This is an optimization exercise on Yosys and OpenROAD, whose aim is small area, not a production implementation. Only simulation tests tie the RTL to the original design; equivalence was not proved.

==> flow/design.v <==
module eeprom_ctrl (
    input  wire        clk,
    input  wire        rst,
    input  wire [7:0]  rx_data,
    input  wire        rx_valid,
    output wire        rx_ready,
    output reg  [7:0]  tx_data,
    output wire        tx_valid,
    input  wire        tx_ready,
    output wire [14:0] eep_a,
    output wire [7:0]  eep_d_out,
    output wire        eep_d_dir,
    input  wire [7:0]  eep_d_in,
    output wire        eep_ce,
    output wire        eep_oe,
    output wire        eep_we
);
    localparam LINE_CAP   = 80;
    localparam XFER_CAP   = 16;
    localparam PAGE_CAP   = 128;
    localparam T_SETTLE   = 4;      
    localparam T_WE       = 4;      
    localparam T_PAGE     = 1000;   
    localparam [7:0] CH_LF    = 8'h0a;
    localparam [7:0] CH_COLON = 8'h3a;
    localparam [7:0] CH_COMMA = 8'h2c;
    localparam [7:0] TAG_V = 8'h56, TAG_P = 8'h50, TAG_U = 8'h55,
                     TAG_R = 8'h52, TAG_W = 8'h57, TAG_B = 8'h42,
                     TAG_N = 8'h4e, TAG_S = 8'h53, TAG_T = 8'h54,
                     TAG_H = 8'h3f;
    localparam [3:0] ST_RECV  = 4'd0,    
                     ST_PARSE = 4'd1,    
                     ST_CHECK = 4'd2,    
                     ST_FILL  = 4'd3,    
                     ST_BUS   = 4'd4,    
                     ST_PWAIT = 4'd5,    
                     ST_EMIT  = 4'd6;    
    localparam [2:0] PS_ADDR  = 3'd0,
                     PS_SEP   = 3'd1,
                     PS_DATA  = 3'd2,
                     PS_DATA1 = 3'd3,
                     PS_CS0   = 3'd4,
                     PS_CS1   = 3'd5,
                     PS_IGN   = 3'd6;
    localparam [3:0] BS_DIRIN  = 4'd0,
                     BS_OEON   = 4'd1,
                     BS_RADDR  = 4'd2,
                     BS_RCE    = 4'd3,
                     BS_RWAIT  = 4'd4,
                     BS_OEOFF  = 4'd5,
                     BS_DIROUT = 4'd6,
                     BS_WADDR  = 4'd7,
                     BS_WCE    = 4'd8,
                     BS_WWE    = 4'd9,
                     BS_WWAIT  = 4'd10,
                     BS_WCEOFF = 4'd11;
    localparam [2:0] RP_OK    = 3'd0,
                     RP_ERR   = 3'd1,
                     RP_ERRCS = 3'd2,
                     RP_VER   = 3'd3,
                     RP_HELP  = 3'd4,
                     RP_RDATA = 3'd5;
    function [3:0] hexval;
        input [7:0] c;
        begin
            if (c >= 8'h30 && c <= 8'h39)      hexval = c[3:0];
            else if (c >= 8'h41 && c <= 8'h46) hexval = c[3:0] + 4'd9;
            else if (c >= 8'h61 && c <= 8'h66) hexval = c[3:0] + 4'd9;
            else                               hexval = 4'd0;
        end
    endfunction
    function [7:0] hex_lc;
        input [3:0] d;
        begin
            hex_lc = (d < 4'd10) ? (8'h30 + {4'd0, d}) : (8'h61 + {4'd0, d} - 8'd10);
        end
    endfunction
    function [7:0] hex_uc;
        input [3:0] d;
        begin
            hex_uc = (d < 4'd10) ? (8'h30 + {4'd0, d}) : (8'h41 + {4'd0, d} - 8'd10);
        end
    endfunction
    function [7:0] ver_char;
        input [5:0] i;
        begin
            case (i)
                6'd0:  ver_char = "E";  6'd1:  ver_char = "E";
                6'd2:  ver_char = "P";  6'd3:  ver_char = "R";
                6'd4:  ver_char = "O";  6'd5:  ver_char = "M";
                6'd6:  ver_char = " ";  6'd7:  ver_char = "V";
                6'd8:  ver_char = "e";  6'd9:  ver_char = "r";
                6'd10: ver_char = "s";  6'd11: ver_char = "i";
                6'd12: ver_char = "o";  6'd13: ver_char = "n";
                6'd14: ver_char = "=";  6'd15: ver_char = "0";
                6'd16: ver_char = ".";  6'd17: ver_char = "0";
                6'd18: ver_char = "3";
                default: ver_char = CH_LF;
            endcase
        end
    endfunction
    function [7:0] help_char;
        input [5:0] i;
        begin
            case (i)
                6'd0:  help_char = "C";  6'd1:  help_char = "o";
                6'd2:  help_char = "m";  6'd3:  help_char = "m";
                6'd4:  help_char = "a";  6'd5:  help_char = "n";
                6'd6:  help_char = "d";  6'd7:  help_char = "s";
                6'd8:  help_char = ":";  6'd9:  help_char = " ";
                6'd10: help_char = "V";  6'd11: help_char = " ";
                6'd12: help_char = "P";  6'd13: help_char = " ";
                6'd14: help_char = "U";  6'd15: help_char = " ";
                6'd16: help_char = "R";  6'd17: help_char = " ";
                6'd18: help_char = "W";  6'd19: help_char = " ";
                6'd20: help_char = "B";  6'd21: help_char = " ";
                6'd22: help_char = "N";  6'd23: help_char = " ";
                6'd24: help_char = "S";  6'd25: help_char = " ";
                6'd26: help_char = "T";  6'd27: help_char = " ";
                6'd28: help_char = "?";
                default: help_char = CH_LF;
            endcase
        end
    endfunction
    function [7:0] seq_byte;
        input [7:0] tag;
        input [2:0] j;
        begin
            case (j)
                3'd0: seq_byte = 8'hAA;
                3'd1: seq_byte = 8'h55;
                3'd2: seq_byte = (tag == TAG_P) ? 8'hA0 : 8'h80;
                3'd3: seq_byte = 8'hAA;
                3'd4: seq_byte = 8'h55;
                default: seq_byte = (tag == TAG_B) ? 8'h10 : 8'h20;
            endcase
        end
    endfunction
    reg [3:0]  state;
    reg [8*LINE_CAP-1:0] line;
    reg [6:0]  len;
    reg        ovf;
    reg [6:0]  p;
    reg [2:0]  ps;
    reg [7:0]  tag;
    reg [15:0] addr;
    reg [2:0]  k;           
    reg        sep_ok;      
    reg [4:0]  n;           
    reg [7:0]  c1;          
    reg [7:0]  g1;          
    reg [7:0]  given;
    reg        csp;         
    reg [7:0]  computed;    
    reg [8*XFER_CAP-1:0]  xfer;
    reg [8*PAGE_CAP-1:0] page;
    reg [15:0] base;
    reg [7:0]  sdp_saved;
    reg [3:0]  bs;
    reg [7:0]  bi;          
    reg [9:0]  cnt;         
    reg [14:0] bus_a;
    reg [7:0]  bus_dout;
    reg        ctl_ce, ctl_oe, ctl_we, ctl_dir;
    reg [2:0]  rkind;
    reg [5:0]  ridx;
    integer j;
    assign eep_a     = bus_a;
    assign eep_d_out = bus_dout;
    assign eep_d_dir = ctl_dir;
    assign eep_ce    = ~ctl_ce;
    assign eep_oe    = ~ctl_oe;
    assign eep_we    = ~ctl_we;
    assign rx_ready  = (state == ST_RECV);
    assign tx_valid  = (state == ST_EMIT);
    wire [7:0] ch     = line[p*8 +: 8];
    wire       at_end = (p == len);
    wire       is_f3  = (tag == TAG_W) || (tag == TAG_S);
    wire [7:0] pair_b = {hexval(c1), hexval(ch)};
    wire       sdp_cmd   = (tag == TAG_P) || (tag == TAG_U);
    wire [7:0] rd_count  = (tag == TAG_R) ? 8'd16 : 8'd1;
    reg  [7:0] wr_count;
    reg [15:0] wr_addr;
    reg  [7:0] wr_data;
    always @(*) begin
        wr_count = 8'd0;
        wr_addr  = 16'd0;
        wr_data  = 8'd0;
        case (tag)
            TAG_W: begin
                wr_count = {3'd0, n};
                wr_addr  = addr + {8'd0, bi};
                wr_data  = xfer[bi[3:0]*8 +: 8];
            end
            TAG_T: begin
                wr_count = 8'd128;
                wr_addr  = base + {8'd0, bi};
                wr_data  = page[bi[6:0]*8 +: 8];
            end
            TAG_B: begin
                wr_count = 8'd6;
                wr_addr  = (seq_byte(tag, bi[2:0]) == 8'h55) ? 16'h2AAA : 16'h5555;
                wr_data  = seq_byte(tag, bi[2:0]);
            end
            TAG_P: begin
                wr_count = 8'd4;
                if (bi == 8'd3) begin
                    wr_addr = 16'h0000;
                    wr_data = sdp_saved;
                end else begin
                    wr_addr = (seq_byte(tag, bi[2:0]) == 8'h55) ? 16'h2AAA : 16'h5555;
                    wr_data = seq_byte(tag, bi[2:0]);
                end
            end
            TAG_U: begin
                wr_count = 8'd7;
                if (bi == 8'd6) begin
                    wr_addr = 16'h0000;
                    wr_data = sdp_saved;
                end else begin
                    wr_addr = (seq_byte(tag, bi[2:0]) == 8'h55) ? 16'h2AAA : 16'h5555;
                    wr_data = seq_byte(tag, bi[2:0]);
                end
            end
            default: ;
        endcase
    end
    wire [6:0]  fill_idx = addr[6:0] + bi[6:0];
    wire [15:0] rd_addr = sdp_cmd ? 16'h0000 : (addr + {8'd0, bi});
    reg [7:0] rdata_cs;
    always @(*) begin
        rdata_cs = 8'd0;
        for (j = 0; j < XFER_CAP; j = j + 1)
            rdata_cs = rdata_cs ^ xfer[j*8 +: 8];
    end
    reg [5:0] rlast;
    reg [4:0] dj;
    always @(*) begin
        dj = ridx[4:0] - 5'd5;
        tx_data = CH_LF;
        rlast = 6'd0;
        case (rkind)
            RP_OK: begin
                rlast = 6'd2;
                case (ridx[1:0])
                    2'd0: tx_data = "O";
                    2'd1: tx_data = "K";
                    default: tx_data = CH_LF;
                endcase
            end
            RP_ERR: begin
                rlast = 6'd3;
                case (ridx[1:0])
                    2'd0: tx_data = "E";
                    2'd1: tx_data = "R";
                    2'd2: tx_data = "R";
                    default: tx_data = CH_LF;
                endcase
            end
            RP_ERRCS: begin
                rlast = 6'd9;
                case (ridx[3:0])
                    4'd0: tx_data = "E";
                    4'd1: tx_data = "R";
                    4'd2: tx_data = "R";
                    4'd3: tx_data = " ";
                    4'd4: tx_data = hex_uc(given[7:4]);
                    4'd5: tx_data = hex_uc(given[3:0]);
                    4'd6: tx_data = " ";
                    4'd7: tx_data = hex_uc(computed[7:4]);
                    4'd8: tx_data = hex_uc(computed[3:0]);
                    default: tx_data = CH_LF;
                endcase
            end
            RP_VER: begin
                rlast = 6'd19;
                tx_data = ver_char(ridx);
            end
            RP_HELP: begin
                rlast = 6'd29;
                tx_data = help_char(ridx);
            end
            RP_RDATA: begin
                rlast = 6'd40;
                if (ridx == 6'd0)       tx_data = hex_lc(addr[15:12]);
                else if (ridx == 6'd1)  tx_data = hex_lc(addr[11:8]);
                else if (ridx == 6'd2)  tx_data = hex_lc(addr[7:4]);
                else if (ridx == 6'd3)  tx_data = hex_lc(addr[3:0]);
                else if (ridx == 6'd4)  tx_data = CH_COLON;
                else if (ridx <= 6'd36) begin
                    if (dj[0] == 1'b0) tx_data = hex_lc(xfer[dj[4:1]*8+4 +: 4]);
                    else               tx_data = hex_lc(xfer[dj[4:1]*8 +: 4]);
                end
                else if (ridx == 6'd37) tx_data = CH_COMMA;
                else if (ridx == 6'd38) tx_data = hex_lc(rdata_cs[7:4]);
                else if (ridx == 6'd39) tx_data = hex_lc(rdata_cs[3:0]);
                else                    tx_data = CH_LF;
            end
            default: ;
        endcase
    end
    task start_reply;
        input [2:0] kind;
        begin
            rkind <= kind;
            ridx  <= 6'd0;
            state <= ST_EMIT;
        end
    endtask
    always @(posedge clk) begin
        if (rst) begin
            state    <= ST_RECV;
            len      <= 7'd0;
            ovf      <= 1'b0;
            ctl_ce   <= 1'b0;
            ctl_oe   <= 1'b0;
            ctl_we   <= 1'b0;
            ctl_dir  <= 1'b0;
            bus_a    <= 15'd0;
            bus_dout <= 8'd0;
        end else begin
            case (state)
                ST_RECV: begin
                    if (rx_valid) begin
                        if (rx_data == CH_LF) begin
                            state    <= ST_PARSE;
                            p        <= 7'd0;
                            ps       <= PS_ADDR;
                            tag      <= 8'd0;
                            addr     <= 16'd0;
                            k        <= 3'd0;
                            sep_ok   <= 1'b0;
                            n        <= 5'd0;
                            csp      <= 1'b0;
                            computed <= 8'd0;
                        end else if (rx_data <= 8'h1f) begin
                        end else if (len < LINE_CAP) begin
                            line[len*8 +: 8] <= rx_data;
                            len       <= len + 7'd1;
                        end else begin
                            ovf <= 1'b1;
                        end
                    end
                end
                ST_PARSE: begin
                    if (ovf || len == 7'd0) begin
                        state <= ST_CHECK;
                    end else if (p == 7'd0) begin
                        tag <= ch;
                        p   <= 7'd1;
                        if (!((ch == TAG_R) || (ch == TAG_N) ||
                              (ch == TAG_W) || (ch == TAG_S)))
                            state <= ST_CHECK;
                    end else if (at_end) begin
                        state <= ST_CHECK;
                    end else begin
                        p <= p + 7'd1;
                        case (ps)
                            PS_ADDR: begin
                                if (ch == CH_COLON) begin
                                    if (is_f3) begin
                                        sep_ok <= 1'b1;
                                        ps     <= PS_DATA;
                                    end else begin
                                        ps <= PS_IGN;
                                    end
                                end else begin
                                    addr <= {addr[11:0], hexval(ch)};
                                    k    <= k + 3'd1;
                                    if (k == 3'd3)
                                        ps <= is_f3 ? PS_SEP : PS_IGN;
                                end
                            end
                            PS_SEP: begin
                                if (ch == CH_COLON) begin
                                    sep_ok <= 1'b1;
                                    ps     <= PS_DATA;
                                end else begin
                                    ps <= PS_IGN;
                                end
                            end
                            PS_DATA: begin
                                if (ch == CH_COMMA) begin
                                    ps <= PS_CS0;
                                end else if (n != XFER_CAP) begin
                                    c1 <= ch;
                                    ps <= PS_DATA1;
                                end
                            end
                            PS_DATA1: begin
                                if (ch == CH_COMMA) begin
                                    ps <= PS_CS0;       
                                end else begin
                                    xfer[n[3:0]*8 +: 8] <= pair_b;
                                    computed     <= computed ^ pair_b;
                                    n            <= n + 5'd1;
                                    ps           <= PS_DATA;
                                end
                            end
                            PS_CS0: begin
                                g1 <= ch;
                                ps <= PS_CS1;
                            end
                            PS_CS1: begin
                                given <= {hexval(g1), hexval(ch)};
                                csp   <= 1'b1;
                                ps    <= PS_IGN;
                            end
                            default: ;
                        endcase
                    end
                end
                ST_CHECK: begin
                    bi <= 8'd0;
                    if (ovf) begin
                        start_reply(RP_ERR);
                    end else if (len == 7'd0) begin
                        state <= ST_RECV;
                        len   <= 7'd0;
                        ovf   <= 1'b0;
                    end else begin
                        case (tag)
                            TAG_V: start_reply(RP_VER);
                            TAG_H: start_reply(RP_HELP);
                            TAG_P, TAG_U: begin
                                state <= ST_BUS;
                                bs    <= BS_DIRIN;
                            end
                            TAG_B, TAG_T: begin
                                state <= ST_BUS;
                                bs    <= BS_DIROUT;
                            end
                            TAG_R: begin
                                if (k == 3'd0) begin
                                    start_reply(RP_ERR);
                                end else begin
                                    state <= ST_BUS;
                                    bs    <= BS_DIRIN;
                                end
                            end
                            TAG_N: begin
                                if (k == 3'd0) begin
                                    start_reply(RP_ERR);
                                end else begin
                                    base <= addr;
                                    page <= {PAGE_CAP{8'hFF}};
                                    start_reply(RP_OK);
                                end
                            end
                            TAG_W, TAG_S: begin
                                if (k == 3'd0 || !sep_ok) begin
                                    start_reply(RP_ERR);
                                end else if (csp && given != computed) begin
                                    start_reply(RP_ERRCS);
                                end else if (tag == TAG_W) begin
                                    state <= ST_BUS;
                                    bs    <= BS_DIROUT;
                                end else begin
                                    state <= ST_FILL;
                                end
                            end
                            default: start_reply(RP_ERR);
                        endcase
                    end
                end
                ST_FILL: begin
                    if (bi[4:0] == n) begin
                        start_reply(RP_OK);
                    end else begin
                        page[fill_idx*8 +: 8] <= xfer[bi[3:0]*8 +: 8];
                        bi <= bi + 8'd1;
                    end
                end
                ST_BUS: begin
                    case (bs)
                        BS_DIRIN: begin
                            ctl_dir <= 1'b0;
                            bs      <= BS_OEON;
                        end
                        BS_OEON: begin
                            ctl_oe <= 1'b1;
                            bs     <= BS_RADDR;
                        end
                        BS_RADDR: begin
                            bus_a <= rd_addr[14:0];
                            bs    <= BS_RCE;
                        end
                        BS_RCE: begin
                            ctl_ce <= 1'b1;
                            cnt    <= 10'd1;
                            bs     <= BS_RWAIT;
                        end
                        BS_RWAIT: begin
                            if (cnt == T_SETTLE) begin
                                if (sdp_cmd) sdp_saved <= eep_d_in;
                                else         xfer[bi[3:0]*8 +: 8] <= eep_d_in;
                                ctl_ce <= 1'b0;
                                if (bi + 8'd1 == rd_count) begin
                                    bi <= 8'd0;
                                    bs <= BS_OEOFF;
                                end else begin
                                    bi <= bi + 8'd1;
                                    bs <= BS_RADDR;
                                end
                            end else begin
                                cnt <= cnt + 10'd1;
                            end
                        end
                        BS_OEOFF: begin
                            ctl_oe <= 1'b0;
                            if (sdp_cmd) begin
                                bs <= BS_DIROUT;
                            end else begin
                                start_reply(RP_RDATA);
                            end
                        end
                        BS_DIROUT: begin
                            ctl_dir <= 1'b1;
                            if (wr_count == 8'd0)
                                start_reply(RP_OK);
                            else
                                bs <= BS_WADDR;
                        end
                        BS_WADDR: begin
                            bus_a    <= wr_addr[14:0];
                            bus_dout <= wr_data;
                            bs       <= BS_WCE;
                        end
                        BS_WCE: begin
                            ctl_ce <= 1'b1;
                            bs     <= BS_WWE;
                        end
                        BS_WWE: begin
                            ctl_we <= 1'b1;
                            cnt    <= 10'd1;
                            bs     <= BS_WWAIT;
                        end
                        BS_WWAIT: begin
                            if (cnt == T_WE) begin
                                ctl_we <= 1'b0;
                                bs     <= BS_WCEOFF;
                            end else begin
                                cnt <= cnt + 10'd1;
                            end
                        end
                        BS_WCEOFF: begin
                            ctl_ce <= 1'b0;
                            if (bi + 8'd1 == wr_count) begin
                                if (tag == TAG_T) begin
                                    cnt   <= 10'd1;
                                    state <= ST_PWAIT;
                                end else begin
                                    start_reply(RP_OK);
                                end
                            end else begin
                                bi <= bi + 8'd1;
                                bs <= BS_WADDR;
                            end
                        end
                        default: bs <= BS_DIRIN;
                    endcase
                end
                ST_PWAIT: begin
                    if (cnt == T_PAGE)
                        start_reply(RP_OK);
                    else
                        cnt <= cnt + 10'd1;
                end
                ST_EMIT: begin
                    if (tx_ready) begin
                        if (ridx == rlast) begin
                            if (rkind == RP_RDATA) begin
                                rkind <= RP_OK;
                                ridx  <= 6'd0;
                            end else begin
                                state <= ST_RECV;
                                len   <= 7'd0;
                                ovf   <= 1'b0;
                            end
                        end else begin
                            ridx <= ridx + 6'd1;
                        end
                    end
                end
                default: state <= ST_RECV;
            endcase
        end
    end
endmodule
==> flow/run.sh <==
#!/bin/bash
# synth_recipe.tcl (not shown) runs the flow's synth.tcl, then flattens the netlist and writes it again
# the make line also repeats each setting of config.mk as NAME=value (left out here)
make -C /OpenROAD-flow-scripts/flow DESIGN_CONFIG=/design/flow/config.mk WORK_HOME=/design/flow/orfs CLKGATE_MAP_FILE= SYNTH_SCRIPT=/design/flow/synth_recipe.tcl finish
==> flow/config.mk <==
export PLATFORM = sky130hd
export DESIGN_NAME = eeprom_ctrl
export DESIGN_NICKNAME = eeprom_ctrl
export VERILOG_FILES = /design/flow/design.v
export SDC_FILE = /design/flow/constraint.sdc
export NUM_CORES = 4
export LEC_CHECK = 0
export CAP_MARGIN = 20
export CORE_MARGIN = 2
export CORE_UTILIZATION = 40
export SLEW_MARGIN = 20
==> flow/constraint.sdc <==
create_clock -name core_clock -period 12.0 [get_ports {clk}]
set_input_delay 2.4000 -clock core_clock [delete_from_list [all_inputs] [get_ports {clk}]]
set_output_delay 2.4000 -clock core_clock [all_outputs]
set_load 0.01 [all_outputs]
==> notes.md <==
[cells in the mapped netlist, types with 24 or more instances]
| cell | count | area share |
|---|---|---|
| nor2b_1 | 44 | 0.0025 |
| buf_2 | 49 | 0.0023 |
| clkbuf_1 | 630 | 0.022 |
| o31a_1 | 83 | 0.0067 |
| inv_1 | 92 | 0.0032 |
| and2_1 | 28 | 0.0016 |
| o21ai_0 | 152 | 0.0070 |
| nand3_1 | 80 | 0.0037 |
| mux2i_1 | 147 | 0.014 |
| nor4_1 | 27 | 0.0016 |
| nor2_1 | 465 | 0.016 |
| a31oi_1 | 36 | 0.0021 |
| ha_1 | 77 | 0.0089 |
| edfxtp_1 | 1922 | 0.53 |
| nand2_1 | 1130 | 0.039 |
| mux4_2 | 488 | 0.10 |
| dfxtp_1 | 52 | 0.0096 |
| a21oi_1 | 426 | 0.020 |
| xor2_1 | 60 | 0.0048 |
| and3_1 | 37 | 0.0021 |
| a221o_1 | 82 | 0.0076 |
| or3_1 | 36 | 0.0021 |
| nand4_1 | 25 | 0.0014 |
| mux2_2 | 655 | 0.068 |
| nand2b_1 | 41 | 0.0024 |
| o211ai_1 | 710 | 0.049 |
| a221oi_1 | 48 | 0.0039 |
| nor3_1 | 347 | 0.016 |
| a22oi_1 | 94 | 0.0065 |
| a22o_1 | 24 | 0.0019 |
| xnor2_1 | 167 | 0.013 |
| o22ai_1 | 35 | 0.0020 |
| a211oi_1 | 27 | 0.0019 |
| buf_1 | 71 | 0.0025 |
[power by group]
group / switching [uW] / internal, uW / total (uW)
clock network: 2890 / 3910 / 6800
registers: 128 / 7800 / 7930
logic: 764 / 451 / 1210
total: 3780 / 12200 / 15900
[routing by layer]
layer / track usage / vias to the layer above / wire, um
li1: - / 33520 / -
met1: 0.3274 / 38840 / 137500
met2: 0.3493 / 3738 / 148400
met3: 0.03947 / 585 / 28770
met4: 0.08543 / 2 / 12820
met5: 0 / - / 13
[sequential cells by signal (all words and copies together), names as in the netlist, 10 cells and up, named ones only]
signal  flops
page     1024
line      640
cnt        10
bus_a      15
base       15
addr       16
xfer      128
[logic make-up after synthesis]
group,after synthesis,synth area share
buf+inv,860,0.03066
mux,1290,0.1827
fa+ha+maj,79,0.009240
other cells,1,0.00003453
xor+xnor,228,0.01852
flops,1974,0.5411
simple gates,2358,0.09595
compound gates,1893,0.1219
[worst max path at each step]
stage	start	endpoint	slack [ns]
after floorplan	rst	line[0]	-0.64
after global placement	ridx[1]	tx_data[2]	3.54
after detailed placement	ridx[1]	tx_data[2]	3.42
after CTS	ridx[1]	tx_data[2]	2.45
after global routing	ridx[1]	tx_data[2]	2.13
final	ridx[1]	tx_data[2]	2.48
[worst max-delay path, cell delays in order (launching register included)]
cell             delay (ns)
edfxtp_1               0.55
inv_1                  0.30
ha_1                   0.50
nor2b_1                0.22
nor2_4                 0.13
buf_4                  0.44
mux4_2                 0.57
a22o_1                 0.20
a221oi_1               0.83
ha_1                   0.32
inv_1                  0.07
or4b_2                 0.67
a21oi_1                0.17
o311a_1                0.30
o41ai_1                0.12
o221ai_1               0.15
clkdlybuf4s50_1        0.63
[area by class of cell]
type / instances / area, um2 / area share
flip-flops and latches: 1974 / 58760 / 0.4908
multi-input cells: 5849 / 46890 / 0.3917
clock buffers: 290 / 5987 / 0.05001
well taps: 3570 / 4467 / 0.03731
repair buffers: 240 / 2095 / 0.01750
clock inverters: 115 / 1111 / 0.009281
inverters: 101 / 401.6 / 0.003355
diodes: 3 / 7.507 / 0.00006271
[through the flow]
step	worst slack, ns	util
after global placement	3.543	0.4157
after global routing	2.128	0.4425
after floorplan	-0.6449	-
after CTS	2.453	0.4421
after detailed placement	3.423	0.4158
final	2.477	0.4425
==> results_dict.tcl <==
set metrics [dict create \
    status "complete, no violations" \
    finalInstanceArea_mm2 0.1197 \
    critical_path_class "flop to output pin" \
    finClkSkew_ns 0.1178 \
    via_per_inst 6.315 \
    die_area_mm2 0.2757 \
    cts_buffers 227 \
    synth_edf_count 1922 \
    holdCritStartpoint "bus_a[3]" \
    cts_resized 0 \
    p_leak_uw 0.03598 \
    grt_pass1_wl_mm 487.8 \
    dp_hpwl_mm 206.4 \
    rsz0062_at_grt "no" \
    numPortBuffers 55 \
    maxCapViolCount 0 \
    finalPower_uw 15940 \
    antenna_found_initial 9 \
    die_w_um 525.1 \
    fillerInstances 24390 \
    grt_pass1_vias 73080 \
    finalNonFillerCells 12140 \
    grt_util_all_layers 0.2293 \
    grt_start_max_net_pins 197 \
    final_nets 8492 \
    cts-root-buf "clkbuf_16" \
    worstSetupEndpointType "output pin" \
    rows 191 \
    dr.pass1.iters 8 \
    overflow 0 \
    async_reset_ff_frac 0 \
    drive_gt1_frac 0.2049 \
    timing_hold_violations_final 0 \
    clock_sinks 1974 \
    core_area_mm2 0.2705 \
    ctsLongestPathBuffers 4 \
    clock_latency_ns 0.90 \
    vias 76680 \
    syn_to_final_growth_pct 10.24 \
    fmax_ghz 0.1050 \
    r2r_slack_ns 4.72 \
    ios 57 \
    start_kind "flop" \
    hold_path_end "bus_a[3]" \
    ir_drop_uv 126.1 \
    maxSlewViolCount 0 \
    ys_seq_elements 1974 \
    fin_worst_hold_slack_ns 0.5022 \
    die_height_um 525.1 \
    required_ns 9.60 \
    netlist_instances 8683 \
    drc 0 \
    ys_types 97 \
    p_per_area_mw_per_mm2 133.2 \
    gp_congestion 0.9417 \
    crit_fanout 26 \
    hold_class "flop to flop" \
    placed_cells 11730 \
    fin_setup_tns_ns 0 \
    final_common_cell "edfxtp_1" \
    syn_area_per_cell_um2 12.51 \
    yosys_warnings 1 \
    fin_crit_ns 9.523 \
    clkTransAtPathRegs_ns 0.06 \
    htree_levels 4 \
    ctsHoldBuffers 0 \
    tightestPinTransition_ns 1.257 \
    start_util 0.4014 \
    synth_nets 8782 \
    max_slew_margin 0.1617 \
    wl_mm 327.5 \
    r2r-start "p[1]" \
    rr_worst_depth 14 \
    first_iter_violations 9367 \
    wl_per_cell_um 26.98 \
    finalSetupViolCount 0 \
    synth_flop_cell "edfxtp_1" \
    cts_tree "built" \
    syn_area_mm2 0.1086 \
    post_dp_cell_area_mm2 0.1125 \
    post_cts_buffers 0 \
    ant_nets 0 \
    r2r-end "xfer[64]" \
    ys_seq_area_frac 0.5411 \
    fin_crit_sh 0.7936 \
    crit_arrival_ns 7.12 \
    final_cell_mix "edfxtp_1, nand2_1, o211ai_1" \
    hold_depth 2 \
]

==> static timing again, ports no longer ideal <==
The flow's constraints put no driver on any port. The routed layout listed below was extracted and timed again, unchanged, in two steps. Step 1 assumes that a clkbuf_16 drives the clock port and a buf_2 every other input. Step 2 also shifts input and output timing later by t, the mid clock arrival at the registers, as if the neighbouring blocks saw the same clock. Three values: no drivers, after step 1, after step 2; two values: the first two.
t, ns: 0.951
setup slack, ns: 2.477 / 2.387 / 3.338
worst setup path after step 2: register to output
slew at the worst register clock pin (ns): 0.07 / 0.07
worst data-port slew with drivers (ns): 0.06
After both steps setup and hold are still met in this run. The setup slack of this run moves by -0.090 ns with the drivers and by +0.861 ns with both steps.
